Source: an optimization exercise on an open RTL-to-GDS flow (aim: small area, a short achievable clock period and few clock cycles per item). Production flows keep margins and buffers that such runs may drop.
In this exercise RTL edits were held to simulation tests only and were not proved equivalent to the original.
Power and IR drop assume default switching activity.

==> flow/design.v <==
module bcm_gamma(v, y);
  input [7:0] v;
  wire [7:0] v;
  output [7:0] y;
  wire [7:0] y;
  wire _0_;
  wire _100_;
  wire _101_;
  wire _102_;
  wire _103_;
  wire _104_;
  wire _105_;
  wire _106_;
  wire _107_;
  wire _108_;
  wire _109_;
  wire _10_;
  wire _110_;
  wire _111_;
  wire _112_;
  wire _113_;
  wire _114_;
  wire _115_;
  wire _116_;
  wire _117_;
  wire _118_;
  wire _119_;
  wire _11_;
  wire _120_;
  wire _121_;
  wire _122_;
  wire _123_;
  wire _124_;
  wire _125_;
  wire _126_;
  wire _127_;
  wire _128_;
  wire _129_;
  wire _12_;
  wire _130_;
  wire _131_;
  wire _132_;
  wire _133_;
  wire _134_;
  wire _135_;
  wire _136_;
  wire _137_;
  wire _138_;
  wire _139_;
  wire _13_;
  wire _140_;
  wire _141_;
  wire _142_;
  wire _143_;
  wire _144_;
  wire _145_;
  wire _146_;
  wire _147_;
  wire _148_;
  wire _149_;
  wire _14_;
  wire _150_;
  wire _151_;
  wire _152_;
  wire _153_;
  wire _154_;
  wire _155_;
  wire _156_;
  wire _157_;
  wire _158_;
  wire _159_;
  wire _15_;
  wire _160_;
  wire _161_;
  wire _162_;
  wire _163_;
  wire _164_;
  wire _165_;
  wire _166_;
  wire _167_;
  wire _168_;
  wire _169_;
  wire _16_;
  wire _170_;
  wire _171_;
  wire _172_;
  wire _173_;
  wire _174_;
  wire _175_;
  wire _176_;
  wire _177_;
  wire _178_;
  wire _179_;
  wire _17_;
  wire _180_;
  wire _181_;
  wire _182_;
  wire _183_;
  wire _184_;
  wire _185_;
  wire _186_;
  wire _187_;
  wire _188_;
  wire _189_;
  wire _18_;
  wire _190_;
  wire _191_;
  wire _192_;
  wire _193_;
  wire _194_;
  wire _195_;
  wire _196_;
  wire _197_;
  wire _198_;
  wire _199_;
  wire _19_;
  wire _1_;
  wire _200_;
  wire _201_;
  wire _202_;
  wire _203_;
  wire _204_;
  wire _205_;
  wire _206_;
  wire _207_;
  wire _208_;
  wire _209_;
  wire _20_;
  wire _210_;
  wire _211_;
  wire _212_;
  wire _213_;
  wire _214_;
  wire _215_;
  wire _216_;
  wire _217_;
  wire _218_;
  wire _219_;
  wire _21_;
  wire _220_;
  wire _221_;
  wire _222_;
  wire _223_;
  wire _224_;
  wire _225_;
  wire _226_;
  wire _227_;
  wire _228_;
  wire _229_;
  wire _22_;
  wire _230_;
  wire _231_;
  wire _232_;
  wire _233_;
  wire _234_;
  wire _235_;
  wire _236_;
  wire _237_;
  wire _238_;
  wire _239_;
  wire _23_;
  wire _240_;
  wire _241_;
  wire _242_;
  wire _243_;
  wire _244_;
  wire _245_;
  wire _246_;
  wire _247_;
  wire _248_;
  wire _249_;
  wire _24_;
  wire _250_;
  wire _251_;
  wire _252_;
  wire _253_;
  wire _254_;
  wire _255_;
  wire _256_;
  wire _257_;
  wire _258_;
  wire _259_;
  wire _25_;
  wire _260_;
  wire _261_;
  wire _262_;
  wire _263_;
  wire _264_;
  wire _265_;
  wire _266_;
  wire _267_;
  wire _268_;
  wire _269_;
  wire _26_;
  wire _270_;
  wire _271_;
  wire _272_;
  wire _273_;
  wire _274_;
  wire _275_;
  wire _276_;
  wire _277_;
  wire _278_;
  wire _279_;
  wire _27_;
  wire _28_;
  wire _29_;
  wire _2_;
  wire _30_;
  wire _31_;
  wire _32_;
  wire _33_;
  wire _34_;
  wire _35_;
  wire _36_;
  wire _37_;
  wire _38_;
  wire _39_;
  wire _3_;
  wire _40_;
  wire _41_;
  wire _42_;
  wire _43_;
  wire _44_;
  wire _45_;
  wire _46_;
  wire _47_;
  wire _48_;
  wire _49_;
  wire _4_;
  wire _50_;
  wire _51_;
  wire _52_;
  wire _53_;
  wire _54_;
  wire _55_;
  wire _56_;
  wire _57_;
  wire _58_;
  wire _59_;
  wire _5_;
  wire _60_;
  wire _61_;
  wire _62_;
  wire _63_;
  wire _64_;
  wire _65_;
  wire _66_;
  wire _67_;
  wire _68_;
  wire _69_;
  wire _6_;
  wire _70_;
  wire _71_;
  wire _72_;
  wire _73_;
  wire _74_;
  wire _75_;
  wire _76_;
  wire _77_;
  wire _78_;
  wire _79_;
  wire _7_;
  wire _80_;
  wire _81_;
  wire _82_;
  wire _83_;
  wire _84_;
  wire _85_;
  wire _86_;
  wire _87_;
  wire _88_;
  wire _89_;
  wire _8_;
  wire _90_;
  wire _91_;
  wire _92_;
  wire _93_;
  wire _94_;
  wire _95_;
  wire _96_;
  wire _97_;
  wire _98_;
  wire _99_;
  wire _9_;
  assign _263_ = 4'h8 >> v[1:0];
  assign _262_ = 4'h1 >> { _263_, v[2] };
  assign _261_ = 4'h2 >> { _262_, v[3] };
  assign _260_ = 4'h2 >> v[6:5];
  assign _259_ = 4'h1 >> v[3:2];
  assign _258_ = 4'h2 >> { _259_, v[4] };
  assign _257_ = 4'h8 >> { _258_, _260_ };
  assign _256_ = 4'h8 >> { _257_, _261_ };
  assign _255_ = 4'h1 >> { v[3], v[4] };
  assign _254_ = 4'h4 >> { _255_, v[5] };
  assign _253_ = 4'h1 >> { _254_, v[6] };
  assign _252_ = 4'h1 >> { _253_, v[5] };
  assign _251_ = 4'h2 >> { _252_, v[7] };
  assign y[6] = 4'h4 >> { _251_, _256_ };
  assign _250_ = 4'h8 >> { _255_, _262_ };
  assign _249_ = 4'h2 >> { _250_, v[5] };
  assign _248_ = 4'h2 >> v[7:6];
  assign _247_ = 4'h8 >> { _248_, _249_ };
  assign _246_ = 4'h1 >> { _259_, v[4] };
  assign _245_ = 4'h2 >> { _261_, v[4] };
  assign _244_ = 4'h1 >> { _245_, _246_ };
  assign _243_ = 4'h2 >> { _244_, v[5] };
  assign _242_ = 4'h2 >> { _243_, _253_ };
  assign _241_ = 4'h8 >> { _263_, v[2] };
  assign _240_ = 4'h8 >> { _241_, v[3] };
  assign _239_ = 4'h1 >> { _240_, v[4] };
  assign _238_ = 4'h1 >> { _239_, v[5] };
  assign _237_ = 4'h4 >> { v[3], v[0] };
  assign _236_ = 4'h2 >> { _237_, v[4] };
  assign _235_ = 4'h1 >> v[1:0];
  assign _234_ = 4'h4 >> { _235_, v[2] };
  assign _233_ = 4'h8 >> { _234_, v[4] };
  assign _232_ = 4'h1 >> { _233_, _236_ };
  assign _231_ = 4'h4 >> v[1:0];
  assign _230_ = 4'h2 >> v[1:0];
  assign _229_ = 4'h4 >> { _230_, v[2] };
  assign _228_ = 4'h2 >> { v[0], v[2] };
  assign _227_ = 4'h1 >> { _228_, v[3] };
  assign _226_ = 4'h4 >> { _227_, _229_ };
  assign _225_ = 4'h4 >> { _226_, _231_ };
  assign _224_ = 4'h1 >> { _225_, _232_ };
  assign _223_ = 4'h4 >> { _259_, v[0] };
  assign _222_ = 4'h2 >> { _223_, v[4] };
  assign _221_ = 4'h2 >> { _222_, v[6] };
  assign _220_ = 4'h4 >> { _221_, _224_ };
  assign _219_ = 4'h4 >> { _220_, _238_ };
  assign _218_ = 4'h2 >> { _219_, v[7] };
  assign _217_ = 4'h4 >> { _218_, _242_ };
  assign y[5] = 4'he >> { _217_, _247_ };
  assign _216_ = 4'h1 >> { _241_, v[3] };
  assign _215_ = 4'h2 >> { _216_, v[4] };
  assign _214_ = 4'h1 >> { _215_, _255_ };
  assign _213_ = 4'h1 >> { _214_, v[5] };
  assign _212_ = 4'h2 >> { _246_, v[5] };
  assign _211_ = 4'h4 >> { _212_, _261_ };
  assign _210_ = 4'h1 >> { _211_, _213_ };
  assign _209_ = 4'h1 >> { _210_, v[6] };
  assign _208_ = 4'h2 >> { _235_, v[2] };
  assign _207_ = 4'h1 >> { _208_, v[3] };
  assign _206_ = 4'h1 >> { _207_, _261_ };
  assign _205_ = 4'h1 >> { _208_, _234_ };
  assign _204_ = 4'h1 >> { v[1], v[2] };
  assign _203_ = 4'h2 >> { _204_, _205_ };
  assign _202_ = 4'h8 >> { _203_, v[3] };
  assign _201_ = 4'h1 >> { _202_, _206_ };
  assign _200_ = 4'h1 >> { _201_, v[4] };
  assign _199_ = 4'h1 >> { _235_, _263_ };
  assign _198_ = 4'h1 >> { _199_, v[4] };
  assign _197_ = 4'h2 >> { _198_, v[3] };
  assign _196_ = 4'h1 >> { _197_, v[5] };
  assign _195_ = 4'h4 >> { _196_, _200_ };
  assign _194_ = 4'h2 >> { _234_, v[3] };
  assign _193_ = 4'h2 >> { _233_, v[5] };
  assign _192_ = 4'h4 >> { _193_, _194_ };
  assign _191_ = 4'h2 >> { _192_, v[6] };
  assign _190_ = 4'h4 >> { _191_, _195_ };
  assign _189_ = 4'h1 >> { _190_, _209_ };
  assign _188_ = 4'h2 >> { _189_, v[7] };
  assign _187_ = 4'h2 >> { _215_, _249_ };
  assign _186_ = 4'h4 >> { _248_, _254_ };
  assign _185_ = 4'h4 >> { _186_, _187_ };
  assign y[4] = 4'he >> { _185_, _188_ };
  assign _184_ = 4'h8 >> { v[1], v[2] };
  assign _183_ = 4'h1 >> { _184_, _262_ };
  assign _182_ = 4'h1 >> { _235_, v[3] };
  assign _181_ = 4'h4 >> { _182_, _183_ };
  assign _180_ = 4'h8 >> { _183_, v[3] };
  assign _179_ = 4'h1 >> { _180_, v[4] };
  assign _178_ = 4'h4 >> { _179_, _181_ };
  assign _177_ = 4'h4 >> { _178_, _234_ };
  assign _176_ = 4'h1 >> { _207_, v[4] };
  assign _175_ = 4'h1 >> { _176_, _177_ };
  assign _174_ = 4'h8 >> { _184_, v[3] };
  assign _173_ = 4'h1 >> { _174_, _175_ };
  assign _172_ = 4'h2 >> { _215_, v[5] };
  assign _171_ = 4'h4 >> { _172_, _173_ };
  assign _170_ = 4'h1 >> { _171_, _213_ };
  assign _169_ = 4'h2 >> { _170_, v[6] };
  assign _168_ = 4'h1 >> { _169_, _257_ };
  assign _167_ = 4'h1 >> { _168_, v[7] };
  assign _166_ = 4'h1 >> { _175_, _205_ };
  assign _165_ = 4'h4 >> { _216_, _262_ };
  assign _164_ = 4'h2 >> { _165_, v[4] };
  assign _163_ = 4'h2 >> { _199_, v[2] };
  assign _162_ = 4'h1 >> { _163_, _229_ };
  assign _161_ = 4'h1 >> { _162_, v[3] };
  assign _160_ = 4'h2 >> { _161_, v[4] };
  assign _159_ = 4'h1 >> { _160_, _164_ };
  assign _158_ = 4'h4 >> { _235_, v[3] };
  assign _157_ = 4'h1 >> { _158_, v[2] };
  assign _156_ = 4'h1 >> { _157_, _159_ };
  assign _155_ = 4'h1 >> { _156_, _166_ };
  assign _154_ = 4'h2 >> { _155_, v[5] };
  assign _153_ = 4'h4 >> { _164_, v[2] };
  assign _152_ = 4'h2 >> { _204_, v[3] };
  assign _151_ = 4'h4 >> { _152_, _241_ };
  assign _150_ = 4'h2 >> { _151_, _176_ };
  assign _149_ = 4'h1 >> { _150_, v[5] };
  assign _148_ = 4'h4 >> { _149_, _153_ };
  assign _147_ = 4'h2 >> { _148_, v[6] };
  assign _146_ = 4'h4 >> { _147_, _154_ };
  assign _145_ = 4'h8 >> { _201_, v[4] };
  assign _144_ = 4'h1 >> { _216_, _255_ };
  assign _143_ = 4'h4 >> { _144_, _145_ };
  assign _142_ = 4'h1 >> { _143_, v[5] };
  assign _141_ = 4'h1 >> { _152_, _259_ };
  assign _140_ = 4'h1 >> { _141_, v[4] };
  assign _139_ = 4'h8 >> { _206_, v[4] };
  assign _138_ = 4'h1 >> { _139_, _140_ };
  assign _137_ = 4'h2 >> { _138_, v[5] };
  assign _136_ = 4'h1 >> { _137_, v[6] };
  assign _135_ = 4'h4 >> { _136_, _142_ };
  assign _134_ = 4'h2 >> { _135_, v[7] };
  assign _133_ = 4'h4 >> { _134_, _146_ };
  assign y[3] = 4'he >> { _133_, _167_ };
  assign _132_ = 4'h4 >> { _162_, _235_ };
  assign _131_ = 4'h2 >> { _132_, v[3] };
  assign _130_ = 4'h4 >> { _199_, v[3] };
  assign _129_ = 4'h2 >> { _130_, v[4] };
  assign _128_ = 4'h4 >> { _129_, _131_ };
  assign _127_ = 4'h4 >> { v[0], v[2] };
  assign _126_ = 4'h1 >> { _127_, _228_ };
  assign _125_ = 4'h8 >> { _126_, v[3] };
  assign _124_ = 4'h1 >> { _125_, _163_ };
  assign _123_ = 4'h4 >> { _124_, _203_ };
  assign _122_ = 4'h1 >> { _123_, v[3] };
  assign _121_ = 4'h4 >> { v[3], v[1] };
  assign _120_ = 4'h1 >> { _121_, _228_ };
  assign _119_ = 4'h4 >> { _120_, _122_ };
  assign _118_ = 4'h2 >> { _119_, v[3] };
  assign _117_ = 4'h8 >> { _199_, v[2] };
  assign _116_ = 4'h2 >> { _117_, _182_ };
  assign _115_ = 4'h2 >> { _116_, v[4] };
  assign _114_ = 4'h4 >> { _115_, _118_ };
  assign _113_ = 4'h1 >> { _114_, _128_ };
  assign _112_ = 4'h1 >> { _113_, _230_ };
  assign _111_ = 4'h8 >> { _125_, _199_ };
  assign _110_ = 4'h1 >> { _111_, v[4] };
  assign _109_ = 4'h4 >> { _110_, _123_ };
  assign _108_ = 4'h1 >> { _109_, _112_ };
  assign _107_ = 4'h2 >> { _108_, v[5] };
  assign _106_ = 4'h1 >> { _122_, v[4] };
  assign _105_ = 4'h4 >> { _106_, _118_ };
  assign _104_ = 4'h8 >> { v[3], v[1] };
  assign _103_ = 4'h2 >> { _104_, _129_ };
  assign _102_ = 4'h4 >> { _103_, _184_ };
  assign _101_ = 4'h1 >> { _102_, v[5] };
  assign _100_ = 4'h4 >> { _101_, _105_ };
  assign _99_ = 4'h2 >> { _100_, v[6] };
  assign _98_ = 4'h4 >> { _99_, _107_ };
  assign _97_ = 4'h4 >> { _203_, _261_ };
  assign _96_ = 4'h2 >> { _203_, v[3] };
  assign _95_ = 4'h2 >> { _96_, v[4] };
  assign _94_ = 4'h4 >> { _95_, _97_ };
  assign _93_ = 4'h1 >> { _116_, v[4] };
  assign _92_ = 4'h4 >> { _93_, _96_ };
  assign _91_ = 4'h2 >> { _92_, v[5] };
  assign _90_ = 4'h4 >> { _91_, _94_ };
  assign _89_ = 4'h4 >> { _164_, _202_ };
  assign _88_ = 4'h1 >> { v[2], v[4] };
  assign _87_ = 4'h1 >> { _88_, v[5] };
  assign _86_ = 4'h4 >> { _87_, _89_ };
  assign _85_ = 4'h1 >> { _86_, v[6] };
  assign _84_ = 4'h4 >> { _85_, _90_ };
  assign _83_ = 4'h1 >> { _84_, _98_ };
  assign _82_ = 4'h2 >> { _83_, v[7] };
  assign _81_ = 4'h2 >> { _184_, _194_ };
  assign _80_ = 4'h1 >> { _81_, _175_ };
  assign _264_ = 4'h8 >> v[3:2];
  assign _265_ = 4'h2 >> { _264_, _164_ };
  assign _266_ = 4'h2 >> { _265_, v[5] };
  assign _267_ = 4'h4 >> { _266_, _80_ };
  assign _268_ = 4'h1 >> { _267_, _142_ };
  assign _269_ = 4'h2 >> { _268_, v[6] };
  assign _270_ = 4'h2 >> { _240_, _258_ };
  assign _271_ = 4'h2 >> { _208_, _255_ };
  assign _272_ = 4'h2 >> { _271_, _260_ };
  assign _273_ = 4'h4 >> { _272_, _270_ };
  assign _274_ = 4'h1 >> { _273_, v[7] };
  assign _275_ = 4'h4 >> { _274_, _269_ };
  assign y[2] = 4'h1 >> { _275_, _82_ };
  assign _276_ = 4'h4 >> { _103_, _119_ };
  assign _277_ = 4'h2 >> { _177_, v[5] };
  assign _278_ = 4'h4 >> { _277_, _276_ };
  assign _279_ = 4'h2 >> { _86_, v[6] };
  assign _0_ = 4'h4 >> { _279_, _278_ };
  assign _1_ = 4'h2 >> { _151_, _258_ };
  assign _2_ = 4'h2 >> { _1_, v[5] };
  assign _3_ = 4'h4 >> { _2_, _200_ };
  assign _4_ = 4'h8 >> { _194_, v[4] };
  assign _5_ = 4'h4 >> { _4_, v[5] };
  assign _6_ = 4'h1 >> { _5_, v[6] };
  assign _7_ = 4'h4 >> { _6_, _3_ };
  assign _8_ = 4'h1 >> { _7_, v[7] };
  assign _9_ = 4'h4 >> { _8_, _0_ };
  assign _10_ = 4'h1 >> { v[1], v[4] };
  assign _11_ = 4'h1 >> { _10_, v[5] };
  assign _12_ = 4'h4 >> { _11_, _128_ };
  assign _13_ = 4'h4 >> { _231_, v[2] };
  assign _14_ = 4'h2 >> { _13_, _162_ };
  assign _15_ = 4'h2 >> { _14_, _222_ };
  assign _16_ = 4'h4 >> { _110_, _161_ };
  assign _17_ = 4'h1 >> { _16_, _15_ };
  assign _18_ = 4'h2 >> { _17_, v[5] };
  assign _19_ = 4'h1 >> { _18_, v[6] };
  assign _20_ = 4'h4 >> { _19_, _12_ };
  assign _21_ = 4'h1 >> { _184_, v[5] };
  assign _22_ = 4'h8 >> { _21_, v[0] };
  assign _23_ = 4'h1 >> { _21_, v[0] };
  assign _24_ = 4'h2 >> { _23_, v[3] };
  assign _25_ = 4'h4 >> { _24_, _22_ };
  assign _26_ = 4'h1 >> { _226_, v[4] };
  assign _27_ = 4'h4 >> { _26_, _25_ };
  assign _28_ = 4'h1 >> { v[1], v[5] };
  assign _29_ = 4'h2 >> { _28_, _126_ };
  assign _30_ = 4'h2 >> { _29_, _182_ };
  assign _31_ = 4'h2 >> { _30_, _236_ };
  assign _32_ = 4'h2 >> { _31_, v[6] };
  assign _33_ = 4'h4 >> { _32_, _27_ };
  assign _34_ = 4'h2 >> { _33_, v[7] };
  assign _35_ = 4'h4 >> { _34_, _20_ };
  assign y[1] = 4'he >> { _35_, _9_ };
  assign _36_ = 4'h2 >> { _128_, _160_ };
  assign _37_ = 4'h1 >> { _116_, v[1] };
  assign _38_ = 4'h1 >> { _37_, v[4] };
  assign _39_ = 4'h1 >> { _38_, v[5] };
  assign _40_ = 4'h4 >> { _39_, _36_ };
  assign _41_ = 4'h8 >> { _126_, _182_ };
  assign _42_ = 4'h2 >> { _41_, _124_ };
  assign _43_ = 4'h1 >> { _42_, v[4] };
  assign _44_ = 4'h2 >> { _224_, v[5] };
  assign _45_ = 4'h4 >> { _44_, _43_ };
  assign _46_ = 4'h1 >> { _45_, _40_ };
  assign _47_ = 4'h2 >> { _46_, v[6] };
  assign _48_ = 4'h2 >> { _166_, v[5] };
  assign _49_ = 4'h4 >> { _48_, _114_ };
  assign _50_ = 4'h2 >> { _4_, _238_ };
  assign _51_ = 4'h1 >> { _50_, v[6] };
  assign _52_ = 4'h4 >> { _51_, _49_ };
  assign _53_ = 4'h1 >> { _52_, _47_ };
  assign _54_ = 4'h1 >> { _53_, v[7] };
  assign _55_ = 4'h2 >> { _230_, v[3] };
  assign _56_ = 4'h8 >> { _55_, _14_ };
  assign _57_ = 4'h1 >> { _41_, v[4] };
  assign _58_ = 4'h4 >> { _57_, _56_ };
  assign _59_ = 4'h1 >> { _58_, v[6] };
  assign _60_ = 4'h4 >> { _59_, _112_ };
  assign _61_ = 4'h2 >> { _145_, v[6] };
  assign _62_ = 4'h8 >> { _61_, _175_ };
  assign _63_ = 4'h2 >> { _62_, v[5] };
  assign _64_ = 4'h4 >> { _63_, _60_ };
  assign _65_ = 4'h1 >> { _94_, _139_ };
  assign _66_ = 4'h1 >> { _65_, _183_ };
  assign _67_ = 4'h2 >> { _178_, v[6] };
  assign _68_ = 4'h4 >> { _67_, _66_ };
  assign _69_ = 4'h8 >> { _216_, v[0] };
  assign _70_ = 4'h2 >> { _125_, v[4] };
  assign _71_ = 4'h4 >> { _70_, _69_ };
  assign _72_ = 4'h4 >> { v[0], v[4] };
  assign _73_ = 4'h1 >> { _72_, v[6] };
  assign _74_ = 4'h4 >> { _73_, _71_ };
  assign _75_ = 4'h1 >> { _74_, v[5] };
  assign _76_ = 4'h4 >> { _75_, _68_ };
  assign _77_ = 4'h2 >> { _76_, v[7] };
  assign _78_ = 4'h4 >> { _77_, _64_ };
  assign y[0] = 4'h1 >> { _78_, _54_ };
  assign _79_ = 4'h1 >> { _256_, v[6] };
  assign y[7] = 4'h2 >> { _79_, v[7] };
endmodule
module bcm_lidx(p, y);
  input [6:0] p;
  wire [6:0] p;
  output [7:0] y;
  wire [7:0] y;
  wire _0_;
  wire _10_;
  wire _11_;
  wire _12_;
  wire _13_;
  wire _14_;
  wire _15_;
  wire _16_;
  wire _17_;
  wire _18_;
  wire _19_;
  wire _1_;
  wire _20_;
  wire _21_;
  wire _22_;
  wire _23_;
  wire _24_;
  wire _25_;
  wire _26_;
  wire _27_;
  wire _28_;
  wire _29_;
  wire _2_;
  wire _30_;
  wire _31_;
  wire _32_;
  wire _33_;
  wire _34_;
  wire _35_;
  wire _36_;
  wire _37_;
  wire _38_;
  wire _39_;
  wire _3_;
  wire _40_;
  wire _41_;
  wire _42_;
  wire _43_;
  wire _44_;
  wire _45_;
  wire _46_;
  wire _47_;
  wire _48_;
  wire _49_;
  wire _4_;
  wire _50_;
  wire _51_;
  wire _52_;
  wire _53_;
  wire _54_;
  wire _55_;
  wire _56_;
  wire _57_;
  wire _58_;
  wire _59_;
  wire _5_;
  wire _60_;
  wire _61_;
  wire _62_;
  wire _63_;
  wire _64_;
  wire _65_;
  wire _66_;
  wire _67_;
  wire _68_;
  wire _69_;
  wire _6_;
  wire _70_;
  wire _71_;
  wire _72_;
  wire _73_;
  wire _74_;
  wire _75_;
  wire _76_;
  wire _77_;
  wire _78_;
  wire _79_;
  wire _7_;
  wire _80_;
  wire _81_;
  wire _8_;
  wire _9_;
  assign _49_ = 4'h4 >> { _50_, _59_ };
  assign _48_ = 4'h2 >> { _49_, p[6] };
  assign _47_ = 4'h8 >> { _48_, p[5] };
  assign _46_ = 4'h4 >> { _66_, p[2] };
  assign _45_ = 4'h2 >> { _46_, p[4] };
  assign _44_ = 4'h8 >> { _45_, _49_ };
  assign _43_ = 4'h2 >> { _45_, p[5] };
  assign _42_ = 4'h1 >> { _43_, _48_ };
  assign _41_ = 4'h4 >> { _42_, _44_ };
  assign y[6] = 4'h1 >> { _41_, _47_ };
  assign _40_ = 4'h8 >> { _45_, p[5] };
  assign _39_ = 4'h1 >> { _40_, p[6] };
  assign _38_ = 4'h8 >> { _39_, _49_ };
  assign _37_ = 4'h1 >> { _39_, _49_ };
  assign y[5] = 4'h1 >> { _37_, _38_ };
  assign _36_ = 4'h4 >> { y[6], p[0] };
  assign _35_ = 4'h1 >> { _52_, p[4] };
  assign _34_ = 4'h4 >> { p[1], p[2] };
  assign _33_ = 4'h4 >> { _34_, _35_ };
  assign _32_ = 4'h4 >> { _33_, _36_ };
  assign _31_ = 4'h2 >> { _64_, p[0] };
  assign _30_ = 4'h2 >> { _31_, p[2] };
  assign _29_ = 4'h4 >> { _30_, _66_ };
  assign _28_ = 4'h4 >> { _64_, p[0] };
  assign _27_ = 4'h4 >> { _28_, p[5] };
  assign _26_ = 4'h1 >> { _27_, _46_ };
  assign _25_ = 4'h4 >> { _26_, _29_ };
  assign _24_ = 4'h1 >> { _25_, p[5] };
  assign _23_ = 4'h4 >> { _56_, p[6] };
  assign _22_ = 4'h1 >> { _23_, _35_ };
  assign _21_ = 4'h4 >> { _22_, _24_ };
  assign _20_ = 4'h1 >> { _21_, _32_ };
  assign _19_ = 4'h4 >> { _20_, _55_ };
  assign _18_ = 4'h1 >> { p[3], p[5] };
  assign _17_ = 4'h1 >> { _18_, _52_ };
  assign _16_ = 4'h8 >> { p[1], p[2] };
  assign _15_ = 4'h1 >> { _16_, _17_ };
  assign _14_ = 4'h1 >> { _15_, _54_ };
  assign _13_ = 4'h8 >> { _14_, _19_ };
  assign _12_ = 4'h8 >> p[6:5];
  assign _11_ = 4'h1 >> { _12_, _14_ };
  assign _10_ = 4'h4 >> { _11_, _19_ };
  assign y[4] = 4'he >> { _10_, _13_ };
  assign _9_ = 4'h8 >> { _55_, _66_ };
  assign _8_ = 4'h1 >> { _25_, p[4] };
  assign _7_ = 4'h1 >> { _8_, _9_ };
  assign y[3] = 4'h8 >> { _7_, _20_ };
  assign _6_ = 4'h8 >> { _30_, _65_ };
  assign _5_ = 4'h2 >> { _32_, _61_ };
  assign _4_ = 4'h1 >> { _65_, p[2] };
  assign _3_ = 4'h1 >> { _4_, _31_ };
  assign _2_ = 4'h4 >> { _3_, _28_ };
  assign _1_ = 4'h8 >> { _2_, p[4] };
  assign _0_ = 4'h4 >> { _31_, p[2] };
  assign _81_ = 4'h1 >> { _0_, p[5] };
  assign _80_ = 4'h4 >> { _81_, _1_ };
  assign _79_ = 4'h4 >> { _80_, _5_ };
  assign _78_ = 4'h2 >> { p[3], p[1] };
  assign _77_ = 4'h2 >> { _78_, p[4] };
  assign _76_ = 4'h1 >> { _77_, _2_ };
  assign _75_ = 4'h1 >> { _76_, _1_ };
  assign _74_ = 4'h8 >> { _46_, p[0] };
  assign _73_ = 4'h2 >> { _74_, p[5] };
  assign _72_ = 4'h4 >> { _73_, _75_ };
  assign _71_ = 4'h1 >> { _72_, _79_ };
  assign _70_ = 4'h1 >> { _71_, _6_ };
  assign y[2] = 4'h1 >> { _70_, _47_ };
  assign y[7] = 4'h1 >> { _39_, _47_ };
  assign _69_ = 4'h1 >> { p[6], p[3] };
  assign _68_ = 4'h8 >> { _69_, _67_ };
  assign y[0] = 4'h2 >> { _68_, y[7] };
  assign _67_ = 4'h1 >> { p[0], p[2] };
  assign _66_ = 4'h1 >> { p[3], p[1] };
  assign _65_ = 4'h8 >> { p[3], p[1] };
  assign _64_ = 4'h1 >> { _65_, _66_ };
  assign _63_ = 4'h2 >> { _64_, _67_ };
  assign _62_ = 4'h1 >> { _66_, _67_ };
  assign _61_ = 4'h1 >> { _62_, _63_ };
  assign _60_ = 4'h2 >> { _61_, p[3] };
  assign _59_ = 4'h2 >> { _60_, p[4] };
  assign _58_ = 4'h2 >> { p[1], p[2] };
  assign _57_ = 4'h4 >> { _58_, p[0] };
  assign _56_ = 4'h2 >> { _57_, p[5] };
  assign _55_ = 4'h8 >> { _56_, p[2] };
  assign _54_ = 4'h8 >> p[3:2];
  assign _53_ = 4'h4 >> { _54_, p[4] };
  assign _52_ = 4'h8 >> { p[3], p[5] };
  assign _51_ = 4'h1 >> { _52_, _53_ };
  assign _50_ = 4'h4 >> { _51_, _55_ };
  assign y[1] = y[0];
endmodule
module bcm_encoder (
    input  wire        clk,
    input  wire        rst,
    input  wire        cmd_valid,
    output wire        cmd_ready,
    input  wire [1:0]  cmd_op,
    input  wire [2:0]  cmd_t,
    input  wire [1:0]  cmd_mode,
    input  wire [5:0]  cmd_x,
    input  wire [3:0]  cmd_row,
    input  wire [23:0] cmd_top,
    input  wire [23:0] cmd_bot,
    input  wire [31:0] cmd_val,
    output wire        wr_valid,
    input  wire        wr_ready,
    output wire [12:0] wr_addr,
    output wire [15:0] wr_data,
    output wire        rsp_valid,
    output wire [7:0]  rsp_data
);
    localparam [1:0] OP_ENCODE = 2'd0;
    localparam [1:0] OP_SETBRIGHT = 2'd1;
    localparam [1:0] OP_GETBRIGHT = 2'd2;
    reg [6:0] percent;
    reg [6:0] duty;
    reg       rsp_q;
    reg [47:0] c_ring;      
    reg [2:0]  c_ph;        
    reg        c_done;      
    reg        c_free;      
    reg        c_busy;      
    reg        c_set;       
    reg [1:0]  c_mode;
    reg [2:0]  c_t;
    reg [5:0]  c_x;
    reg [3:0]  c_row;
    reg [47:0] o_ch;        
    reg        o_valid;
    reg [2:0]  o_j;
    reg [3:0]  o_row;
    reg [5:1]  o_x;
    reg        o_x0n;       
    reg [2:0]  o_s;         
    reg [3:0]  o_a;         
    reg        o_lat;
    reg        o_oe;
    wire take = cmd_valid && c_free;
    wire o_last = o_valid && (o_j == 3'd7);
    wire o_adv  = !o_valid || wr_ready;
    wire o_load = !o_valid || (o_j == 3'd7);
    wire o_free = !o_valid || (o_j == 3'd7);
    wire aligned = (c_ph == 3'd0);
    wire c_gam = (c_mode != 2'd0) && !c_set;
    wire mv_rdy = c_busy && !c_set && aligned && (c_done || !c_gam);
    wire move  = mv_rdy && o_adv && o_load;
    wire apply = c_busy && c_set && aligned && c_done && o_free;
    wire [7:0] val_in = cmd_val[31] ? 8'd0 : {(|cmd_val[30:7]), cmd_val[6:0]};
    wire [47:0] ring_in = {cmd_bot[7:0], cmd_bot[15:8], cmd_bot[23:16],
                           cmd_top[7:0], cmd_top[15:8],
                           (cmd_op == OP_SETBRIGHT) ? val_in : cmd_top[23:16]};
    wire [6:0] s_pct = (c_ring[7] || c_ring[6:0] > 7'd100) ? 7'd100 : c_ring[6:0];
    wire [7:0] s_idx;
    bcm_lidx u_lidx (.p(s_pct), .y(s_idx));
    wire       s_first = c_busy && c_set && (c_ph == 3'd0) && !c_done;
    wire [7:0] gam_out;
    bcm_gamma u_gam (.v(c_ring[7:0]), .y(gam_out));
    wire [7:0] rot_in = s_first ? s_idx : (c_gam && !c_done) ? gam_out : c_ring[7:0];
    wire [6:0] s_lin = {1'b0, c_ring[7:2]} + {6'd0, (c_ring[1:0] != 2'd0)};
    wire [6:0] s_cb  = {1'b0, gam_out[7:2]} + {6'd0, gam_out[1]};
    wire [6:0] duty_new = (c_mode == 2'd0) ? s_lin :
                          (c_mode == 2'd2 && percent != 7'd0 && s_cb == 7'd0) ? 7'd1 : s_cb;
    wire        oe_m = (c_x == 6'd0) || (c_x == 6'd63) || ({1'b0, c_x} >= duty);
    wire [6:0]  oe_thr = (o_s != 3'd0) ? (duty >> o_s) : duty;  
    wire [5:0]  o_xf = {o_x, ~o_x0n};
    wire        oe_n = (o_xf == 6'd0) || o_lat || ({1'b0, o_xf} >= oe_thr);
    always @(posedge clk) begin
        if (!c_busy) begin
            c_ring <= ring_in;
            c_ph <= 3'd0;
            c_done <= 1'b0;
        end else begin
            c_ring <= {rot_in, c_ring[47:8]};
            c_ph <= (c_ph >= 3'd5) ? 3'd0 : c_ph + 3'd1;
            if (c_ph == 3'd5)
                c_done <= 1'b1;
        end
        if (!c_busy) begin
            c_set <= (cmd_op == OP_SETBRIGHT);
            c_mode <= cmd_mode;
            c_t <= cmd_t;
            c_x <= cmd_x;
            c_row <= cmd_row;
        end
        if (o_adv) begin
            if (o_load) begin
                o_ch <= c_ring;
                o_row <= c_row;
                o_x <= c_x[5:1];
                o_x0n <= ~c_x[0];
                o_s <= c_t;
                o_a <= c_row - 4'd1;
                o_lat <= (c_x == 6'd63);
                o_oe <= oe_m;
                o_j <= 3'd0;
            end else begin
                o_ch <= {1'b0, o_ch[47:41], 1'b0, o_ch[39:33], 1'b0, o_ch[31:25],
                         1'b0, o_ch[23:17], 1'b0, o_ch[15:9], 1'b0, o_ch[7:1]};
                o_a <= o_row;
                if (o_s != 3'd0)
                    o_s <= o_s - 3'd1;
                o_oe <= oe_n;
                o_j <= o_j + 3'd1;
            end
        end
        if (s_first)
            percent <= s_pct;
        if (apply)
            duty <= duty_new;
        if (rst) begin
            c_free <= 1'b1;
            c_busy <= 1'b0;
            o_valid <= 1'b0;
            rsp_q <= 1'b0;
            percent <= 7'd100;
            duty <= 7'd64;
        end else begin
            if (take && (cmd_op == OP_ENCODE || cmd_op == OP_SETBRIGHT)) begin
                c_free <= 1'b0;
                c_busy <= 1'b1;
            end else if (move || apply) begin
                c_free <= 1'b1;
                c_busy <= 1'b0;
            end
            if (o_adv && o_load)
                o_valid <= mv_rdy;
            rsp_q <= take && (cmd_op == OP_SETBRIGHT || cmd_op == OP_GETBRIGHT);
        end
    end
    assign cmd_ready = c_free;
    assign wr_valid = o_valid;
    assign wr_addr = {o_row, o_j, o_x, o_x0n};
    assign wr_data = {4'b0000, o_a, o_oe, o_lat,
                      o_ch[40], o_ch[32], o_ch[24], o_ch[16], o_ch[8], o_ch[0]};
    assign rsp_valid = rsp_q;
    assign rsp_data = {1'b0, percent};
endmodule
==> flow/flow/run.sh <==
#!/bin/bash
# ORFS layout through the standard.sh, with these changes to how it is made:
#  - synthesis: the standard script, but ABC maps the logic with an area
#    script (strash; dch -f; amap), Yosys does not extract half/full adders and
#    inserts no buffers between register outputs and output ports (the port
#    buffers below are still inserted). Registers are mapped before ABC runs,
#    so they are the standard ones;
#  - port buffers are sky130_fd_sc_hd__buf_1 instead of the default delay buffer;
#  - CTS uses sky130_fd_sc_hd__clkbuf_8 and inserts no dummy loads;
#  - timing repair aims for a setup slack margin of 13 ns (the SDC is unchanged).
# Each step's full output goes to a log file in this folder.
set -euo pipefail
W=$PWD
rm -rf "$W/scripts_area"
cp -r "$FLOW_HOME/scripts" "$W/scripts_area"
printf 'strash\ndch -f\namap\ntopo\n' > "$W/scripts_area/abc_area.script"
export BUFFER_PORTS_ARGS="-buffer_cell sky130_fd_sc_hd__buf_1"
export CTS_ARGS="-sink_clustering_enable -repair_clock_nets -dont_use_dummy_load -buf_list sky130_fd_sc_hd__clkbuf_8"
export SETUP_SLACK_MARGIN=13.3
bash standard.sh SCRIPTS_DIR="$W/scripts_area" ADDER_MAP_FILE= SYNTH_INSBUF=0 synth > flow_synth.log 2>&1
bash standard.sh > flow_layout.log 2>&1
==> flow/standard.sh <==
#!/bin/bash
# synth_recipe.tcl (not shown) runs the flow's synth.tcl, then flattens the netlist and writes it again
# the make line also repeats each setting of config.mk as NAME=value (left out here)
make -C /OpenROAD-flow-scripts/flow DESIGN_CONFIG=/design/flow/config.mk WORK_HOME=/design/flow/orfs CLKGATE_MAP_FILE= SYNTH_SCRIPT=/design/flow/synth_recipe.tcl "${@:-finish}"
==> flow/config.mk <==
export PLATFORM = sky130hd
export DESIGN_NAME = bcm_encoder
export DESIGN_NICKNAME = bcm_encoder
export VERILOG_FILES = /design/flow/design.v
export SDC_FILE = /design/flow/constraint.sdc
export NUM_CORES = 4
export LEC_CHECK = 0
export ABC_AREA = 1
export CAP_MARGIN = 20
export CORE_MARGIN = 2
export CORE_UTILIZATION = 65
export PLACE_DENSITY = 0.75
export SLEW_MARGIN = 20
==> flow/constraint.sdc <==
create_clock -name core_clock -period 18.0 [get_ports {clk}]
set_input_delay 3.6000 -clock core_clock [delete_from_list [all_inputs] [get_ports {clk}]]
set_output_delay 3.6000 -clock core_clock [all_outputs]
set_load 0.01 [all_outputs]
==> results of run 1 <==
-- metrics by stage --
stage          setup WS [ns]  util, %  instances  power, mW
5_1_grt                13.30     77.9       1082      0.908
4_1_cts                13.24     76.5       1068      0.855
2_1_floorplan          13.14        -        769      0.598
3_3_place_gp           12.75     74.3       1051      0.661
6_report               13.34     77.9       1082      0.873
3_5_place_dp           12.65     74.3       1051      0.669
-- sequential cells by signal, summed over array words and instances, names as in the netlist, 2 cells and up --
signal   flops
c_x          6
c_row        4
percent      7
o_j          3
c_ring      48
o_a          4
c_ph         3
o_x          5
c_mode       2
o_s          3
o_row        4
c_t          3
duty         7
o_ch        48
-- area by class of cell --
type	instances	area (sq um)	area share (%)
sequential	156	3990	47.1
multi-input combinational	547	3150	37.2
timing repair buffer	154	649	7.66
inverter	66	270	3.19
clock buffer	17	234	2.76
tap	140	175	2.07
timing repair inverter	2	10.0	0.118
-- cell families after synthesis --
kind of cell,Yosys count
flops,156
buf+inv,66
simple gates,252
other cells,1
compound gates,290
-- synth_stat cells, drive strengths merged, types with 10 or more instances --
cell type,count
nor2,146
edfxtp,86
dfxtp,70
clkinv,66
a21oi,64
o22a,62
o21ai,58
nand2,43
nor3,24
o22ai,15
a31oi,13
nor4,12
a22oi,10
-- worst paths after layout --
path / from / end / cells after the start / slack (ns)
setup / recovery: percent[2]$_SDFFE_PP1P_ / rsp_data[2] / 1 / 13.34
hold reg to reg: c_ring[23]$_DFF_P_ / c_ring[15]$_DFF_P_ / 2 / 0.44
setup reg to reg: c_ring[4]$_DFF_P_ / duty[0]$_SDFFE_PP0P_ / 18 / 13.62
hold / removal: c_ring[23]$_DFF_P_ / c_ring[15]$_DFF_P_ / 2 / 0.44
-- per-layer routing --
layer	GRT usage (%)	vias up	wire length [um]
met3	7.35	64	2460
met2	56.4	564	10200
met4	13.9	0	557
li1	-	3273	-
met5	0	-	0
met1	44.6	3296	8210
-- power breakdown --
group          internal (mW)  switching [mW]
Combinational         0.0809           0.138
Sequential             0.428          0.0334
Clock                 0.0832           0.109
-- timing repair --
item                                    4_1_cts  5_1_grt
endpoints found under the setup margin       62       10
gates resized for setup                       4       15
buffers inserted                              0       12
gates cloned                                  0        2
==> results.toml, run 1 <==
[synthesis]
muxShareOfSynthArea_pct = 0
synth_cells = 765
synth_area_sq_um = 7300
synth-seq-cells = 156
synth.largest_area_cell = "edfxtp_1"
synthAdderAreaFrac_pct = 0
synth.distinct_cells = 46
yosysTopAreaCellShare_pct = 35.4
synthSimpleGateAreaFrac_pct = 14.6
synth_compound_area_share_pct = 27.4
synth-xor-area-share_pct = 0
async_reset_ff_share_pct = 0
synth_area_leaders = "edfxtp_1 35%, dfxtp_1 19%, nor2_1 7.5%"
synth_top_family_by_area = "compound AO/OA/AOI/OAI gates"
synth_edf_count = 86
seq_area_frac_synth_pct = 54.5
avgSynthCellArea_sq_um = 9.55
synth_ff_type = "edfxtp_1"
ys_warn_count = 1

[drt]
remaining_drc_errors = 0
wire_per_inst_um = 19.8
routed_wl_um = 21500
drt_iter0_drc = 1199
drtPass1Iterations = 8
routed-via-count = 7197
final_antenna_net_count = 0
via_per_inst = 6.65

[grt]
grt_max_degree = 67
antenna_found_initial = 0
grt_pass1_vias = 6497
grt_first_pass_wirelength_um = 31600
overflow = 0
gr-usage-all-layers_pct = 34.4

[placement]
hpwl_um = 14700
placed_area_sq_um = 8090
io_buffers = 135
gp_congestion = 0.945

[run]
cap_violations = 0

[floorplanning]
die_area_sq_um = 12100
fp-row-count = 38
die_w_um = 110
ios = 141
core-area_sq_um = 10900
die_height_um = 110
start_util_pct = 67.1

[setup_path]
worstPathMaxFanout = 3
cp.required_ns = 14.40
cp_cell_sequence = "buf_1"
cp_slowest_stage_delay_ns = 0.38
start_kind = "register"
cpMaxStageDelayCell = "dfxtp_1"
crit_buf_inv = 1
crit_family = "flip-flops"
crit_type = "register to primary output"
arrival_ns = 1.06
end_kind = "primary output"

[cts]
cts_buffers = 17
worstSkewPairLatency_ns = 0.45
cts_num_sinks = 156
ctsHoldBuffers = 0
cts.clk_slew.worst_paths_ns = 0.08
tritoncts = "done"
clock-root-buffer = "clkbuf_8"
cts_buffer_depth = 2
htreeDepth = 4

[sta]
min_period_over_period_pct = 25.9
slew-limit-headroom_pct = 26.8
min_period_ns = 4.66
fin_skew_ns = 0.0235
rsz0062_at_grt = "false"
hold_viol_final = 0
whs_ns = 0.442
setup_viol = 0
setup_tns_ns = 0
worstMarginPinSlew_ns = 1.10
slew_violations = 0
max_freq_mhz = 214

[power_and_ir_drop]
vdd_ir_drop_max_uv = 76.4
pwr_density_cell_nw_per_um2 = 103
p_leak_nw = 2.93

[final_layout]
layout_common_cells = "142 x nor2_1, 135 x buf_1, 86 x edfxtp_1"
drive_above_1_share_pct = 6.37
final_common_cell = "nor2_1"
diodes = 0
final_cell_area_sq_um = 8480
fillers = 698
layout.nets = 1045
syn2layout_area_growth_pct = 16.1

[status]
status = "timing/DRC/antenna clean"

[hold_path]
hold_path.class = "register to register"
Testbench counts, summed over its fixed seeds: cycles 131,262, items 16,384.
==> inputs of run 2 (changes only) <==
--- a/flow/flow/run.sh
+++ b/flow/flow/run.sh
@@ -16,6 +16,6 @@
 printf 'strash\ndch -f\namap\ntopo\n' > "$W/scripts_area/abc_area.script"
 export BUFFER_PORTS_ARGS="-buffer_cell sky130_fd_sc_hd__buf_1"
 export CTS_ARGS="-sink_clustering_enable -repair_clock_nets -dont_use_dummy_load -buf_list sky130_fd_sc_hd__clkbuf_8"
-export SETUP_SLACK_MARGIN=13.3
+export SETUP_SLACK_MARGIN=13
 bash standard.sh SCRIPTS_DIR="$W/scripts_area" ADDER_MAP_FILE= SYNTH_INSBUF=0 synth > flow_synth.log 2>&1
 bash standard.sh > flow_layout.log 2>&1
--- a/flow/config.mk
+++ b/flow/config.mk
@@ -8,6 +8,5 @@
 export ABC_AREA = 1
 export CAP_MARGIN = 20
 export CORE_MARGIN = 2
-export CORE_UTILIZATION = 65
-export PLACE_DENSITY = 0.75
+export CORE_UTILIZATION = 40
 export SLEW_MARGIN = 20
==> results.toml, run 2 <==
[status]
status = "timing/DRC/antenna clean"

[synthesis]
avgSynthCellArea_sq_um = 9.55
synth.largest_area_cell = "edfxtp_1"
yosys-top-cells-count = "146 x nor2_1, 86 x edfxtp_1, 70 x dfxtp_1"
muxShareOfSynthArea_pct = 0
synth.distinct_cells = 46
async_reset_ff_share_pct = 0
yosysTopAreaCellShare_pct = 35.4
synth-seq-cells = 156
synth_edf_count = 86
synth_area_leaders = "edfxtp_1 35%, dfxtp_1 19%, nor2_1 7.5%"
seq_area_frac_synth_pct = 54.5
synth_top_family_by_area = "compound AO/OA/AOI/OAI gates"
yosysMostFrequentCell = "nor2_1"
synthAdderAreaFrac_pct = 0
synth_cells = 765
synth_area_sq_um = 7300
synthSimpleGateAreaFrac_pct = 14.6
synth-xor-area-share_pct = 0
ys_warn_count = 1
synth_ff_type = "edfxtp_1"
synth_compound_area_share_pct = 27.4

[floorplanning]
fp-row-count = 49
ios = 141
die_w_um = 139
die_area_sq_um = 19400
core-area_sq_um = 18000
start_util_pct = 40.7
die_height_um = 139

[sta]
worstMarginPinSlew_ns = 0.758
slew_violations = 0
setup_viol = 0
rsz0062_at_grt = "true"
min_period_ns = 4.78
setup_tns_ns = 0
max_freq_mhz = 209
min_period_over_period_pct = 26.6
fin_skew_ns = 0.0252
hold_viol_final = 0
slew-limit-headroom_pct = 49.2

[final_layout]
diodes = 0
syn2layout_area_growth_pct = 17.5
layout.nets = 1045
layout_common_cells = "144 x nor2_1, 135 x buf_1, 86 x edfxtp_1"
fillers = 1771
multiInputGateArea_sq_um = 3120
final_common_cell = "nor2_1"
ff_latch_area_sq_um = 3990
drive_above_1_share_pct = 5.63
largestRegisters = "c_ring (48), o_ch (48)"
fin_cells = 1171

[hold_path]
hold_path.class = "register to register"

[drt]
via_per_inst = 5.86
remaining_drc_errors = 0
routed_wl_um = 21300
drtPass1Iterations = 7
wire_per_inst_um = 18.2
final_antenna_net_count = 0
drt_iter0_drc = 788
routed-via-count = 6862

[setup_path]
r2r_slack_ns = 13.29
cpMaxStageDelayCell = "nor2_1"
cp_cell_sequence = "buf_1 > clkinv_1 > nand2_1 > nor2_1 > a22oi_1 > o22ai_1"
end_kind = "register"
arrival_ns = 5.12
cp_slowest_stage_delay_ns = 0.62
crit_type = "input port to register"
cp.required_ns = 18.34
worstPathMaxFanout = 9
start_kind = "input port"

[grt]
overflow = 0
grt_max_degree = 67
grt_first_pass_wirelength_um = 32900
antenna_found_initial = 0
gr-usage-all-layers_pct = 21.2
grt_pass1_vias = 6296

[cts]
cts_buffer_depth = 2
worstSkewPairLatency_ns = 0.46
cts_buffers = 17
clock-root-buffer = "clkbuf_8"
tritoncts = "done"
cts.clk_slew.worst_paths_ns = 0.07
cts_num_sinks = 156
htreeDepth = 4

[run]
cap_violations = 0

[power_and_ir_drop]
vdd_ir_drop_max_uv = 67.0
p_leak_nw = 2.94
pwr_density_cell_nw_per_um2 = 101

[placement]
hpwl_um = 14700
gp_congestion = 0.991
io_buffers = 135
dpl.cell_count = 1142
## run 2: cell counts after synthesis
Identical to the previous run, type by type.
## run 2: worst paths after layout
check	startpoint	to	depth (start not counted)
setup / recovery	cmd_op[1]	c_ring[2]$_DFF_P_	6
hold / removal	c_ring[23]$_DFF_P_	c_ring[15]$_DFF_P_	2
setup reg to reg	c_ring[4]$_DFF_P_	duty[0]$_SDFFE_PP0P_	18
hold reg to reg	c_ring[23]$_DFF_P_	c_ring[15]$_DFF_P_	2
## run 2: kinds of logic (layout without fill, tap and decap cells)
logic type	after synthesis	in the layout
simple gates	252	252
other cells	1	5
compound gates	290	290
buf+inv	66	239
flops	156	156
## run 2: cell type report
class	instances	share of cell area, %
inverters	66	3.09
well taps	229	3.34
multi-input cells	547	36.4
repair buffers	155	7.95
repair inverters	1	0.0583
flip-flops and latches	156	46.5
clock buffers	17	2.73
## run 2: where the power goes
| group | switching [mW] | leakage, nW | total, mW | internal (mW) |
|---|---|---|---|---|
| sequential | 0.0298 | 1.49 | 0.458 | 0.428 |
| clock | 0.112 | 0.122 | 0.195 | 0.0833 |
| combinational | 0.137 | 1.33 | 0.218 | 0.0806 |
| total | 0.279 | 2.94 | 0.870 | 0.592 |
## run 2: through the flow
stage	instance area [sq um]	hold WS (ns)	utilization, %	total power [mW]	worst slack, ns
finish	8580	0.444	47.8	0.870	13.22
CTS	8440	0.448	47.0	0.864	13.02
detailed placement	8210	0.438	45.7	0.670	12.58
global route	8580	0.474	47.8	0.911	12.97
global placement	8210	0.438	45.7	0.672	12.56
floorplan	7340	0.424	-	0.598	13.03
## run 2: worst max-delay path, delay by kind of cell
family                 cells  cell delay, ns
buffers and inverters      2            0.16
AND/OR/NAND/NOR            2            0.89
AO/OA/AOI/OAI              2            0.47
## run 2: per-layer routing
| metal | share of wire, % | global-route usage, % | vias to the layer above | wire length, um |
|---|---|---|---|---|
| met3 | 8.7 | 5.42 | 44 | 1860 |
| met4 | 1.7 | 6.65 | 0 | 372 |
| li1 | - | - | 3270 | - |
| met1 | 45 | 29.1 | 3171 | 9510 |
| met2 | 45 | 33.2 | 377 | 9590 |
| met5 | 0 | 0 | - | 0 |
## run 2: timing repair
item                                    CTS  global route
gates resized for setup                   0             9
buffers inserted                          0            10
hold buffers                              0             0
endpoints found under the setup margin    0             9
==> inputs of run 3 (changes only) <==
--- a/flow/flow/run.sh
+++ b/flow/flow/run.sh
@@ -7,7 +7,7 @@
 #    so they are the standard ones;
 #  - port buffers are sky130_fd_sc_hd__buf_1 instead of the default delay buffer;
 #  - CTS uses sky130_fd_sc_hd__clkbuf_8 and inserts no dummy loads;
-#  - timing repair aims for a setup slack margin of 13 ns (the SDC is unchanged).
+#  - timing repair aims for a setup slack margin of 13.3 ns (the SDC is unchanged).
 # Each step's full output goes to a log file in this folder.
 set -euo pipefail
 W=$PWD
@@ -16,6 +16,6 @@
 printf 'strash\ndch -f\namap\ntopo\n' > "$W/scripts_area/abc_area.script"
 export BUFFER_PORTS_ARGS="-buffer_cell sky130_fd_sc_hd__buf_1"
 export CTS_ARGS="-sink_clustering_enable -repair_clock_nets -dont_use_dummy_load -buf_list sky130_fd_sc_hd__clkbuf_8"
-export SETUP_SLACK_MARGIN=13
+export SETUP_SLACK_MARGIN=13.3
 bash standard.sh SCRIPTS_DIR="$W/scripts_area" ADDER_MAP_FILE= SYNTH_INSBUF=0 synth > flow_synth.log 2>&1
 bash standard.sh > flow_layout.log 2>&1
--- a/flow/config.mk
+++ b/flow/config.mk
@@ -8,5 +8,6 @@
 export ABC_AREA = 1
 export CAP_MARGIN = 20
 export CORE_MARGIN = 2
-export CORE_UTILIZATION = 40
+export CORE_UTILIZATION = 80
+export PLACE_DENSITY = 0.88
 export SLEW_MARGIN = 20
==> results.toml, run 3 <==
[synthesis]
synth.largest_area_cell = "edfxtp_1"
synth_ff_type = "edfxtp_1"
synth.distinct_cells = 46
async_reset_ff_share_pct = 0
synth_edf_count = 86
yosys-top-cells-count = "146 x nor2_1, 86 x edfxtp_1, 70 x dfxtp_1"
yosysMostFrequentCell = "nor2_1"
yosysTopAreaCellShare_pct = 35.4
ys_warn_count = 1
synth-seq-cells = 156
seq_area_frac_synth_pct = 54.5
synth_cells = 765
avgSynthCellArea_sq_um = 9.55
synth_area_sq_um = 7300
synth_area_leaders = "edfxtp_1 35%, dfxtp_1 19%, nor2_1 7.5%"

[floorplanning]
fp-row-count = 34
die_w_um = 99.6
ios = 141
die_height_um = 99.6
start_util_pct = 82.9

[status]
status = "did not finish"
lastStage = "global placement (3_3_place_gp)"
tool.error = "[ERROR GPL-0301] Utilization 101.064 % exceeds 100%."

[placement]
io_buffers = 135
run 3: cell families after synthesis:
kind of cell	synth area share, %
AOI/OAI and AO/OA	27.4
other	0.0513
buffers and inverters	3.39
and+or+nand+nor	14.6
DFF	54.5
==> inputs of run 4 (changes only) <==
--- a/flow/config.mk
+++ b/flow/config.mk
@@ -8,6 +8,6 @@
 export ABC_AREA = 1
 export CAP_MARGIN = 20
 export CORE_MARGIN = 2
-export CORE_UTILIZATION = 80
-export PLACE_DENSITY = 0.88
+export CORE_UTILIZATION = 65
+export PLACE_DENSITY = 0.75
 export SLEW_MARGIN = 20
==> results.toml, run 4 <==
[cts]
cts_buffer_depth = 2
tritoncts = "done"
cts_num_sinks = 156
cts_buffers = 17
cts.clk_slew.worst_paths_ns = 0.08
clock-root-buffer = "clkbuf_8"
htreeDepth = 4
worstSkewPairLatency_ns = 0.45

[setup_path]
end_kind = "primary output"
crit_buf_inv = 1
cp.required_ns = 14.40
rr_worst_depth = 18
cpMaxStageDelayCell = "dfxtp_1"
crit_type = "register to primary output"
cp_slowest_stage_delay_ns = 0.38
worstPathMaxFanout = 3
reg2reg_to = "duty[0]$_SDFFE_PP0P_"
r2r_slack_ns = 13.62
start_kind = "register"
timing.rr.start = "c_ring[4]$_DFF_P_"
crit_family = "flip-flops"
arrival_ns = 1.06
cp_cell_sequence = "buf_1"

[drt]
remaining_drc_errors = 0
met3WireLength_um = 2460
wire_per_inst_um = 19.8
final_antenna_net_count = 0
routed_wl_um = 21500
wl_met2_um = 10200
dr.max_layer_used = "met4"
via_per_inst = 6.65
drt_iter0_drc = 1199
routed-via-count = 7197
met1_length_um = 8210
drtPass1Iterations = 8

[status]
status = "timing/DRC/antenna clean"

[synthesis]
synth.largest_area_cell = "edfxtp_1"
synth_area_leaders = "edfxtp_1 35%, dfxtp_1 19%, nor2_1 7.5%"
synth-seq-cells = 156
synth.distinct_cells = 46
yosysTopAreaCellShare_pct = 35.4
synth_cells = 765
seq_area_frac_synth_pct = 54.5
synth_ff_type = "edfxtp_1"
yosys-top-cells-count = "146 x nor2_1, 86 x edfxtp_1, 70 x dfxtp_1"
ys_warn_count = 1
synth_edf_count = 86
avgSynthCellArea_sq_um = 9.55
yosysMostFrequentCell = "nor2_1"
synth_area_sq_um = 7300
async_reset_ff_share_pct = 0

[grt]
gr-usage-all-layers_pct = 34.4
antenna_found_initial = 0
grt_pass1_vias = 6497
overflow = 0
grt_max_degree = 67
grt_first_pass_wirelength_um = 31600

[final_layout]
largestRegisters = "c_ring (48), o_ch (48)"
fin_util_pct = 77.9
final_common_cell = "nor2_1"
layout_common_cells = "142 x nor2_1, 135 x buf_1, 86 x edfxtp_1"
layout.nets = 1045
drive_above_1_share_pct = 6.37
syn2layout_area_growth_pct = 16.1
diodes = 0

[sta]
rsz0062_at_grt = "false"
fin_skew_ns = 0.0235
slew_violations = 0
setup_tns_ns = 0
worstMarginPinSlew_ns = 1.10
setup_viol = 0
min_period_ns = 4.66
max_freq_mhz = 214
min_period_over_period_pct = 25.9
slew-limit-headroom_pct = 26.8
hold_viol_final = 0

[floorplanning]
ios = 141
fp-row-count = 38
start_util_pct = 67.1
die_area_sq_um = 12100
die_w_um = 110
die_height_um = 110
core-area_sq_um = 10900

[placement]
io_buffers = 135
hpwl_um = 14700
gp_congestion = 0.945

[hold_path]
hold_path_depth = 2
min_to = "c_ring[15]$_DFF_P_"
hp-start = "c_ring[23]$_DFF_P_"
hold_path.class = "register to register"

[power_and_ir_drop]
p_leak_nw = 2.93
vdd_ir_drop_max_uv = 76.4
pwr_density_cell_nw_per_um2 = 103

[run]
cap_violations = 0
## run 4: cell counts after synthesis
Identical to the previous run, type by type.
## run 4: what timing repair did
| action | CTS | global route |
|---|---|---|
| hold buffers | 0 | 0 |
| cloned | 0 | 2 |
| resized for setup | 4 | 15 |
| pin swaps | 0 | 0 |
| setup buffers | 0 | 12 |
| setup endpoints to repair | 62 | 10 |
## run 4: routing by layer
layer,vias up,global-route usage [%]
met3,64,7.35
met5,-,0
met1,3296,44.6
met4,0,13.9
met2,564,56.4
li1,3273,-
## run 4: kinds of logic (layout without fill, tap and decap cells)
kind of cell | count (synthesis) | count (layout) | synth area share, %
buf+inv | 66 | 239 | 3.39
other cells | 1 | 5 | 0.0513
compound gates | 290 | 290 | 27.4
flops | 156 | 156 | 54.5
simple gates | 252 | 252 | 14.6
## run 4: where the power goes
part / internal, mW / total [mW] / switching (mW)
clock network: 0.0832 / 0.192 / 0.109
registers: 0.428 / 0.461 / 0.0334
logic: 0.0809 / 0.219 / 0.138
## run 4: stage by stage
| step | hold WS, ns | instance area [sq um] | worst slack, ns | total power, mW | instances |
|---|---|---|---|---|---|
| 2_1_floorplan | 0.424 | 7340 | 13.14 | 0.598 | 769 |
| 3_3_place_gp | 0.432 | 8090 | 12.75 | 0.661 | 1051 |
| 3_5_place_dp | 0.433 | 8090 | 12.65 | 0.669 | 1051 |
| 4_1_cts | 0.444 | 8330 | 13.24 | 0.855 | 1068 |
| 5_1_grt | 0.460 | 8480 | 13.30 | 0.908 | 1082 |
| 6_report | 0.442 | 8480 | 13.34 | 0.873 | 1082 |
## run 4: worst max path at each step
stage                                       start                  to  depth (start not counted)
after global placement                   wr_ready   o_ch[3]$_DFFE_PN_                          3
after CTS                       c_ring[3]$_DFF_P_  c_ring[42]$_DFF_P_                         19
after floorplan                          wr_ready    o_a[0]$_DFFE_PN_                          2
after global routing                     wr_ready   o_ch[2]$_DFFE_PN_                          3
after detailed placement                 wr_ready   o_ch[3]$_DFFE_PN_                          3
final                     percent[2]$_SDFFE_PP1P_         rsp_data[2]                          1
## run 4: area by class of cell
cell class                      instances  area [sq um]
Tap cell                              140           175
Clock buffer                           17           234
Multi-Input combinational cell        547          3150
Fill cell                             698          2410
Sequential cell                       156          3990
Timing Repair Buffer                  154           649
Inverter                               66           270
Timing Repair inverter                  2          10.0
==> inputs of run 5 (changes only) <==
--- a/flow/flow/run.sh
+++ b/flow/flow/run.sh
@@ -16,6 +16,6 @@
 printf 'strash\ndch -f\namap\ntopo\n' > "$W/scripts_area/abc_area.script"
 export BUFFER_PORTS_ARGS="-buffer_cell sky130_fd_sc_hd__buf_1"
 export CTS_ARGS="-sink_clustering_enable -repair_clock_nets -dont_use_dummy_load -buf_list sky130_fd_sc_hd__clkbuf_8"
-export SETUP_SLACK_MARGIN=13.3
+export SETUP_SLACK_MARGIN=13.45
 bash standard.sh SCRIPTS_DIR="$W/scripts_area" ADDER_MAP_FILE= SYNTH_INSBUF=0 synth > flow_synth.log 2>&1
 bash standard.sh > flow_layout.log 2>&1
==> results.toml, run 5 <==
[grt]
gr-usage-all-layers_pct = 37.8
grt_max_degree = 67
grt_first_pass_wirelength_um = 34300
overflow = 0
grt_pass1_vias = 6734
antenna_found_initial = 0

[setup_path]
cp.required_ns = 14.40
rr_worst_depth = 23
worstPathMaxFanout = 2
start_kind = "register"
cpMaxStageDelayCell = "edfxtp_1"
end_kind = "primary output"
cp_slowest_stage_delay_ns = 0.42
crit_buf_inv = 1
arrival_ns = 1.03
crit_type = "register to primary output"
cp_num_cells = 1
crit_family = "flip-flops"
cp_cell_sequence = "clkbuf_2"

[status]
status = "timing/DRC/antenna clean"

[cts]
cts_buffer_depth = 2
cts_buffers = 17
tritoncts = "done"
cts_num_sinks = 156
htreeDepth = 4
clock-root-buffer = "clkbuf_8"
ctsHoldBuffers = 0
worstSkewPairLatency_ns = 0.46
cts.clk_slew.worst_paths_ns = 0.08

[drt]
final_antenna_net_count = 0
routed-via-count = 7547
wire_per_inst_um = 22.8
routed_wl_um = 24800
drt_iter0_drc = 1345
drtPass1Iterations = 7
via_per_inst = 6.94
remaining_drc_errors = 0

[floorplanning]
core-area_sq_um = 10900
die_area_sq_um = 12100
start_util_pct = 67.1
die_height_um = 110
ios = 141
die_w_um = 110
fp-row-count = 38

[synthesis]
seq_area_frac_synth_pct = 54.5
synth.distinct_cells = 46
synth_cells = 765
ys_warn_count = 1
synth_ff_type = "edfxtp_1"
yosysMostFrequentCell = "nor2_1"
synth-seq-cells = 156
synth_edf_count = 86
yosysTopAreaCellShare_pct = 35.4
avgSynthCellArea_sq_um = 9.55
synth.largest_area_cell = "edfxtp_1"
async_reset_ff_share_pct = 0
synth_area_leaders = "edfxtp_1 35%, dfxtp_1 19%, nor2_1 7.5%"
synth_area_sq_um = 7300
yosys-top-cells-count = "146 x nor2_1, 86 x edfxtp_1, 70 x dfxtp_1"

[sta]
whs_ns = 0.449
setup_tns_ns = 0
max_freq_mhz = 216
worst_slack_ns = 13.37
worstMarginPinSlew_ns = 1.13
fin_skew_ns = 0.0364
slew-limit-headroom_pct = 24.7
min_period_ns = 4.63
min_period_over_period_pct = 25.7
slew_violations = 0
rsz0062_at_grt = "true"
hold_viol_final = 0
setup_viol = 0

[placement]
dpl.cell_count = 1052
gp_congestion = 1.01
hpwl_um = 15200
dp_slack_ns = 12.74
io_buffers = 135

[hold_path]
hold_path_depth = 2
hold_path.class = "register to register"

[run]
cap_violations = 0

[final_layout]
final_common_cell = "nor2_1"
largestRegisters = "c_ring (48), o_ch (48)"
layout_common_cells = "141 x nor2_1, 105 x buf_1, 86 x edfxtp_1"
diodes = 0
fin_cells = 1088
drive_above_1_share_pct = 11.7
layout.nets = 1051
fillers = 646
syn2layout_area_growth_pct = 18.2

[power_and_ir_drop]
p_leak_nw = 3.09
finalPower_mw = 0.896
pwr_density_cell_nw_per_um2 = 104
vdd_ir_drop_max_uv = 91.7
-- run 5: cell counts after synthesis --
Identical to the previous run, type by type.
-- run 5: per-stage QoR --
| stage | util (%) | instance area (sq um) |
|---|---|---|
| after floorplan | - | 7350 |
| after global placement | 74.4 | 8110 |
| after detailed placement | 74.4 | 8110 |
| after CTS | 78.0 | 8490 |
| after global routing | 79.3 | 8630 |
| final | 79.3 | 8630 |
-- run 5: layer usage --
metal,vias to the layer above,track usage [%],part of all wire (%)
met5,-,0,0
met4,0,16.9,4.8
met3,129,9.29,12
li1,3281,-,-
met2,692,61.4,47
met1,3445,48.0,36
-- run 5: timing repair --
| item | 4_1_cts | 5_1_grt |
|---|---|---|
| endpoints found under the setup margin | 46 | 43 |
| pin swaps | 0 | 2 |
| hold endpoints to repair | 0 | 0 |
| setup buffers | 11 | 8 |
| gates resized for setup | 33 | 40 |
-- run 5: worst paths after layout --
| check | startpoint | endpoint | slack [ns] |
|---|---|---|---|
| worst max-delay path | o_j[2]$_SDFFCE_PN0N_ | wr_addr[8] | 13.37 |
| worst min-delay path | c_ring[23]$_DFF_P_ | c_ring[15]$_DFF_P_ | 0.45 |
| worst max register to register | c_ring[1]$_DFF_P_ | duty[0]$_SDFFE_PP0P_ | 13.61 |
| worst min register to register | c_ring[23]$_DFF_P_ | c_ring[15]$_DFF_P_ | 0.45 |
-- run 5: cells by family after synthesis --
family                 Yosys count  share of synthesized area [%]
flip-flops                     156                           54.5
AND/OR/NAND/NOR                252                           14.6
buffers and inverters           66                           3.39
other                            1                         0.0513
AO/OA/AOI/OAI                  290                           27.4
-- run 5: layout make-up --
type                    count  area [sq um]  share of cell area [%]
clock buffers              17           234                    2.71
inverters                  66           265                    3.07
multi-input cells         547          3170                    36.8
flip-flops and latches    156          4010                    46.4
well taps                 140           175                    2.03
repair buffers            162           774                    8.97
-- run 5: power breakdown --
part	leakage, nW	internal, mW	switching, mW
Clock	0.122	0.0833	0.116
Combinational	1.48	0.0862	0.150
Sequential	1.49	0.428	0.0325

==> separate check: timing with driven ports <==
The results above use ideal ports. As a check the final layouts listed here were re-extracted and re-timed, cells and wires unchanged. Step 1, drivers: a clkbuf_16 drives clk and a buf_2 each remaining input, both assumed. Step 2 moves the port delays by t, midway between the first and last clock arrival at a register: inputs arrive t later, outputs are due t later. That takes back most of the time a late clock gives input paths. Slacks: ideal ports / drivers / drivers and shift; pairs: ideal ports / drivers.
| run | t (ns) | setup slack, ns | worst setup path after step 2 | slew at the worst register clock pin (ns) | pins driven straight from the clock port |
|---|---|---|---|---|---|
| run 1 | 0.474 | 13.338 / 13.300 / 12.905 | input to register | 0.08 / 0.08 | 1 |
| run 2 | 0.485 | 13.218 / 13.239 / 12.755 | input to register | 0.09 / 0.09 | 1 |
| run 4 | 0.474 | 13.338 / 13.300 / 12.905 | input to register | 0.08 / 0.08 | 1 |
| run 5 | 0.477 | 13.373 / 13.334 / 12.992 | input to register | 0.09 / 0.09 | 1 |
After both steps every run listed still meets setup and hold. The setup slack of run 2, which loses most, moves by +0.021 ns with the drivers and by -0.463 ns with both steps.
